Context: an optimization exercise on an open-source flow, tuned for small area, a short achievable clock period and few clock cycles per item. The choices shown serve that exercise and are no tape-out recipe. Where RTL was checked, it was by simulation tests only, not by an equivalence proof against the original. Power is estimated from default activity; no workload was simulated.

// mesi_engine
module mesi_engine (
    input  wire        clk,
    input  wire        rst,             
    input  wire        req_valid,
    output wire        req_ready,
    input  wire [1:0]  req_core,
    input  wire        req_write,       
    input  wire [31:0] req_addr,
    output reg         rsp_valid,
    output reg         rsp_hit,
    output reg  [1:0]  rsp_state,       
    output reg         rsp_evict,       
    output reg         rsp_writeback,   
    output reg  [31:0] rsp_victim_addr, 
    output reg         rsp_upgrade,     
    output reg         rsp_provided,    
    output reg  [1:0]  rsp_source,      
    output reg         rsp_snoop_wb,    
    output reg  [1:0]  rsp_inval,       
    output reg  [7:0]  rsp_stall        
);
    localparam TAG_W = 26;
    localparam [1:0] ST_I = 2'b00, ST_S = 2'b01, ST_E = 2'b10, ST_M = 2'b11;
    assign req_ready = 1'b1;
    reg [TAG_W*64-1:0] tag_q;
    reg [2*64-1:0]     state_q;
    reg [6*16-1:0]     lru_q;
    reg [15:0]      lw_oh;      
    reg [1:0]       lw_s;
    reg [TAG_W-1:0] lw_t;
    reg             v1;
    reg [1:0]       c1;
    reg             w1;
    reg [TAG_W-1:0] t1;
    reg [1:0]       s1;
    always @(posedge clk) begin
        v1 <= !rst && req_valid;
        c1 <= req_core;
        w1 <= req_write;
        t1 <= req_addr[31:6];
  ...
Size: roughly 4900 cells after synthesis, ~2200 flip-flops, roughly 92 I/O pins.
==> flow/config.mk <==
export PLATFORM = sky130hd
export DESIGN_NAME = mesi_engine
export DESIGN_NICKNAME = mesi_engine
export VERILOG_FILES = /design/flow/design.v
export SDC_FILE = /design/flow/constraint.sdc
export NUM_CORES = 4
export LEC_CHECK = 0
export CAP_MARGIN = 20
export CORE_MARGIN = 2
export CORE_UTILIZATION = 60
export SLEW_MARGIN = 20
==> flow/constraint.sdc <==
create_clock -name core_clock -period 12.0 [get_ports {clk}]
set_input_delay 2.4000 -clock core_clock [delete_from_list [all_inputs] [get_ports {clk}]]
set_output_delay 2.4000 -clock core_clock [all_outputs]
set_load 0.01 [all_outputs]
standard.sh (not shown) runs the stock make flow with config.mk's settings and CLKGATE_MAP_FILE= SYNTH_SCRIPT=/design/flow/synth_recipe.tcl, a recipe that flattens the netlist after the stock synthesis.
==> flow/flow/run.sh <==
#!/bin/bash
# Standard synthesis, then the standard layout steps with a tighter setup
# target for the resizer's timing repair (the SDC is unchanged) and larger
# clock-tree sink clusters without dummy loads.
set -euo pipefail
bash standard.sh synth > synth.log 2>&1
bash standard.sh SETUP_SLACK_MARGIN=8.5 \
  "CTS_ARGS=-sink_clustering_enable -repair_clock_nets -dont_use_dummy_load -sink_clustering_size 30 -sink_clustering_max_diameter 80" \
  finish > layout.log 2>&1
Testbench counts at the start, summed over its fixed seeds: cycles 32,024, items 32,000.
==> next run, changes <==
--- a/flow/design.v
+++ b/flow/design.v
@@ -21,18 +21,16 @@
 );
     localparam TAG_W = 26;
     localparam [1:0] ST_I = 2'b00, ST_S = 2'b01, ST_E = 2'b10, ST_M = 2'b11;
     assign req_ready = 1'b1;
     reg [TAG_W*64-1:0] tag_q;
     reg [2*64-1:0]     state_q;
     reg [6*16-1:0]     lru_q;
     reg [15:0]      lw_oh;      
-    reg [1:0]       lw_s;
-    reg [TAG_W-1:0] lw_t;
     reg             v1;
     reg [1:0]       c1;
     reg             w1;
     reg [TAG_W-1:0] t1;
     reg [1:0]       s1;
     always @(posedge clk) begin
         v1 <= !rst && req_valid;
         c1 <= req_core;
@@ -65,18 +63,17 @@
     end
     always @(posedge clk) begin
         v2  <= !rst && v1;
         c2  <= c1;
         w2  <= w1;
         t2  <= t1;
         s2  <= s1;
         for (i = 0; i < 16; i = i + 1)
-            m2[i] <= (lw_oh[i] && lw_s == s1) ?
-                     (lw_t == t1) : (lt[i] == t1);
+            m2[i] <= (lt[i] == t1);
         for (i = 0; i < 4; i = i + 1)
             own2[i] <= lt[{c1, i[1:0]}];
         ss2 <= (s1 == s2);
         c2oh <= 4'b0001 << c1;
         st2 <= (t1 == t2);
     end
     reg [1:0]  st   [0:15];    
     reg [15:0] vm;             
@@ -211,22 +208,20 @@
         end
         if (v2) begin
             for (k = 0; k < 16; k = k + 1)
                 if ({c2, s2} == k[3:0])
                     lru_q[k*6 +: 6] <= nlru;
         end
         for (i = 0; i < 16; i = i + 1)
             lw_oh[i] <= !rst && v2 && !hit && c2oh[i/4] && vic_oh[i%4];
-        lw_s <= s2;
-        lw_t <= t2;
-        for (i = 0; i < 16; i = i + 1)
-            for (k = 0; k < 4; k = k + 1)
-                if (lw_oh[i] && lw_s == k[1:0])
-                    tag_q[{i[3:2], k[1:0], i[1:0]}*TAG_W +: TAG_W] <= lw_t;
+        for (i = 0; i < 16; i = i + 1)
+            for (k = 0; k < 4; k = k + 1)
+                if (v2 && !hit && c2oh[i/4] && vic_oh[i%4] && s2 == k[1:0])
+                    tag_q[{i[3:2], k[1:0], i[1:0]}*TAG_W +: TAG_W] <= t2;
         rsp_valid       <= !rst && v2;
         rsp_hit         <= hit;
         rsp_state       <= new_state;
         rsp_evict       <= !hit && victim_valid;
         rsp_writeback   <= !hit && victim_m;
         rsp_victim_addr <= {vtag, s2, 4'b0000};
         rsp_upgrade     <= upgrade;
         rsp_provided    <= provided;
Via count came out higher by a few percent. Hold slack gains 8.1 ps. Final area came out higher slightly. Global-route usage came out higher by 1.4 points. Cell count came out higher slightly. Power came out lower slightly. Die area came out lower slightly. Routed wire length came out higher by a few percent. Area after synthesis came out lower slightly. Maximum frequency came out higher slightly. Critical path depth came out lower by 1. Clock power hardly moves.
For the second run of this note, only the layout was checked, not whether the RTL still works.

---

== job 9566 ==
Another version of the RTL of mesi_engine (not shown whole).
Size: about 4800 cells after synthesis, roughly 2200 flip-flops, ~92 I/O pins, roughly 87000 um2 of cells after synthesis.
==> flow/config.mk <==
export PLATFORM = sky130hd
export DESIGN_NAME = mesi_engine
export DESIGN_NICKNAME = mesi_engine
export VERILOG_FILES = /design/flow/design.v
export SDC_FILE = /design/flow/constraint.sdc
export NUM_CORES = 4
export LEC_CHECK = 0
export CAP_MARGIN = 20
export CORE_MARGIN = 2
export CORE_UTILIZATION = 60
export SLEW_MARGIN = 20
==> flow/constraint.sdc <==
create_clock -name core_clock -period 12.0 [get_ports {clk}]
set_input_delay 2.4000 -clock core_clock [delete_from_list [all_inputs] [get_ports {clk}]]
set_output_delay 2.4000 -clock core_clock [all_outputs]
set_load 0.01 [all_outputs]
Scripts as last shown in full above: flow/flow/run.sh
Testbench counts of job 9566, summed over its fixed seeds: cycles 32,024, items 32,000.
Changes in job 8098 relative to job 9566:
--- a/flow/design.v
+++ b/flow/design.v
@@ -41,20 +41,18 @@
     reg             v2;
     reg [1:0]       c2;
     reg             w2;
     reg [TAG_W-1:0] t2;
     reg [1:0]       s2;
     reg [15:0]      m2;         
     reg [TAG_W-1:0] own2 [0:3]; 
     reg             ss2;        
     reg [3:0]       c2oh;       
-    reg [3:0]       s2oh;       
-    reg [15:0]      cs2oh;      
     reg             st2;        
     reg [1:0]       sq2  [0:15]; 
     reg [5:0]       lo2;         
     reg [TAG_W-1:0] lt [0:15];
     integer i, k;
     always @* begin
         for (i = 0; i < 16; i = i + 1)
         begin
             lt[i] = {TAG_W{1'b0}};
@@ -69,20 +67,18 @@
         w2  <= w1;
         t2  <= t1;
         s2  <= s1;
         for (i = 0; i < 16; i = i + 1)
             m2[i] <= (lt[i] == t1);
         for (i = 0; i < 4; i = i + 1)
             own2[i] <= lt[{c1, i[1:0]}];
         ss2 <= (s1 == s2);
         c2oh <= 4'b0001 << c1;
-        s2oh <= (!rst && v1) ? 4'b0001 << s1 : 4'b0000;
-        cs2oh <= (!rst && v1) ? 16'd1 << {c1, s1} : 16'd0;
         st2 <= (t1 == t2);
     end
     reg [1:0]  st   [0:15];    
     reg [15:0] vm;             
     reg [1:0]  pst  [0:3];     
     reg [3:0]  pv;             
     reg [3:0]  pm;             
     reg [3:0]  pp;             
     reg [3:0]  own_vm;         
@@ -194,32 +190,34 @@
         if (touch_oh[1]) begin nlru[0] = 1'b0; nlru[3] = 1'b1; nlru[4] = 1'b1; end
         if (touch_oh[2]) begin nlru[1] = 1'b0; nlru[3] = 1'b0; nlru[5] = 1'b1; end
         if (touch_oh[3]) begin nlru[2] = 1'b0; nlru[4] = 1'b0; nlru[5] = 1'b0; end
     end
     integer l;
     always @(posedge clk) begin
         if (rst) begin
             for (l = 0; l < 64; l = l + 1)
                 state_q[l*2 +: 2] <= ST_I;
-        end else begin
+        end else if (v2) begin
             for (i = 0; i < 16; i = i + 1)
                 for (k = 0; k < 4; k = k + 1)
-                    if (s2oh[k])
+                    if (s2 == k[1:0])
                         state_q[{i[3:2], k[1:0], i[1:0]}*2 +: 2] <= nst[i];
         end
-        for (k = 0; k < 16; k = k + 1)
-            if (cs2oh[k])
-                lru_q[k*6 +: 6] <= nlru;
+        if (v2) begin
+            for (k = 0; k < 16; k = k + 1)
+                if ({c2, s2} == k[3:0])
+                    lru_q[k*6 +: 6] <= nlru;
+        end
         for (i = 0; i < 16; i = i + 1)
             lw_oh[i] <= !rst && v2 && !hit && c2oh[i/4] && vic_oh[i%4];
         for (i = 0; i < 16; i = i + 1)
             for (k = 0; k < 4; k = k + 1)
-                if (!hit && cs2oh[{i[3:2], k[1:0]}] && vic_oh[i%4])
+                if (v2 && !hit && c2oh[i/4] && vic_oh[i%4] && s2 == k[1:0])
                     tag_q[{i[3:2], k[1:0], i[1:0]}*TAG_W +: TAG_W] <= t2;
         rsp_valid       <= !rst && v2;
         rsp_hit         <= hit;
         rsp_state       <= new_state;
         rsp_evict       <= !hit && victim_valid;
         rsp_writeback   <= !hit && victim_m;
         rsp_victim_addr <= {vtag, s2, 4'b0000};
         rsp_upgrade     <= upgrade;
         rsp_provided    <= provided;
==> run notes <==
- Job 8098 has more setup slack than job 9566.
- | register fraction of the total cell area | lower: job 8098 |
- Job 8098 gives less power than job 9566 did.
- Per the comparison of job 8098 with job 9566, core utilization climbed 1.1 points, core region area has decreased, largest stage delay on the critical path higher.
- Job 9566 and job 8098 ended up with roughly the same area of placed instances.
- Going from job 9566 to job 8098, met2 usage in global routing saw an increase; critical path data arrival time went up by 2.82 ns.
- Against job 9566, power per cell area in job 8098 fell slightly.
- Job 8098 against job 9566: clock latency on the worst-skew pair shows no meaningful change, number of distinct standard cells referenced by the synthesized netlist shows a reduction of 2.
- Cell at the slowest stage of the critical path: a222oi_1 -> job 8098, dfxtp_4 -> job 9566
Function not checked in job 8098: the RTL went through the layout flow alone.

==> what the ideal ports hide <==
Ports are ideal in the flow. The routed layouts listed here were re-timed in OpenROAD. Step 1 (the two cells are an assumption about what drives the block):
set clk [get_ports {clk}]
set_driving_cell -lib_cell sky130_fd_sc_hd__clkbuf_16 $clk
set_driving_cell -lib_cell sky130_fd_sc_hd__buf_2 [delete_from_list [all_inputs] $clk]
Step 2 also shifts input and output timing later by t, the mid clock arrival at the registers, as if the neighbouring blocks saw the same clock. Three values: ideal ports, drivers, drivers and shift; two values: the first two.
run	shift t [ns]	setup WS [ns]	pins driven straight from the clock port
the first run of note 1	0.806	8.297 / 8.209 / 7.876	1
the second run of note 1	0.809	8.316 / 8.232 / 7.914	1
job 9566	0.806	8.326 / 8.242 / 7.742	1
job 8098	0.811	8.392 / 8.307 / 7.877	1
After both steps every run listed still meets setup and hold. For job 9566, which loses most, drivers alone change the setup slack by -0.084 ns; drivers and shift together by -0.584 ns.
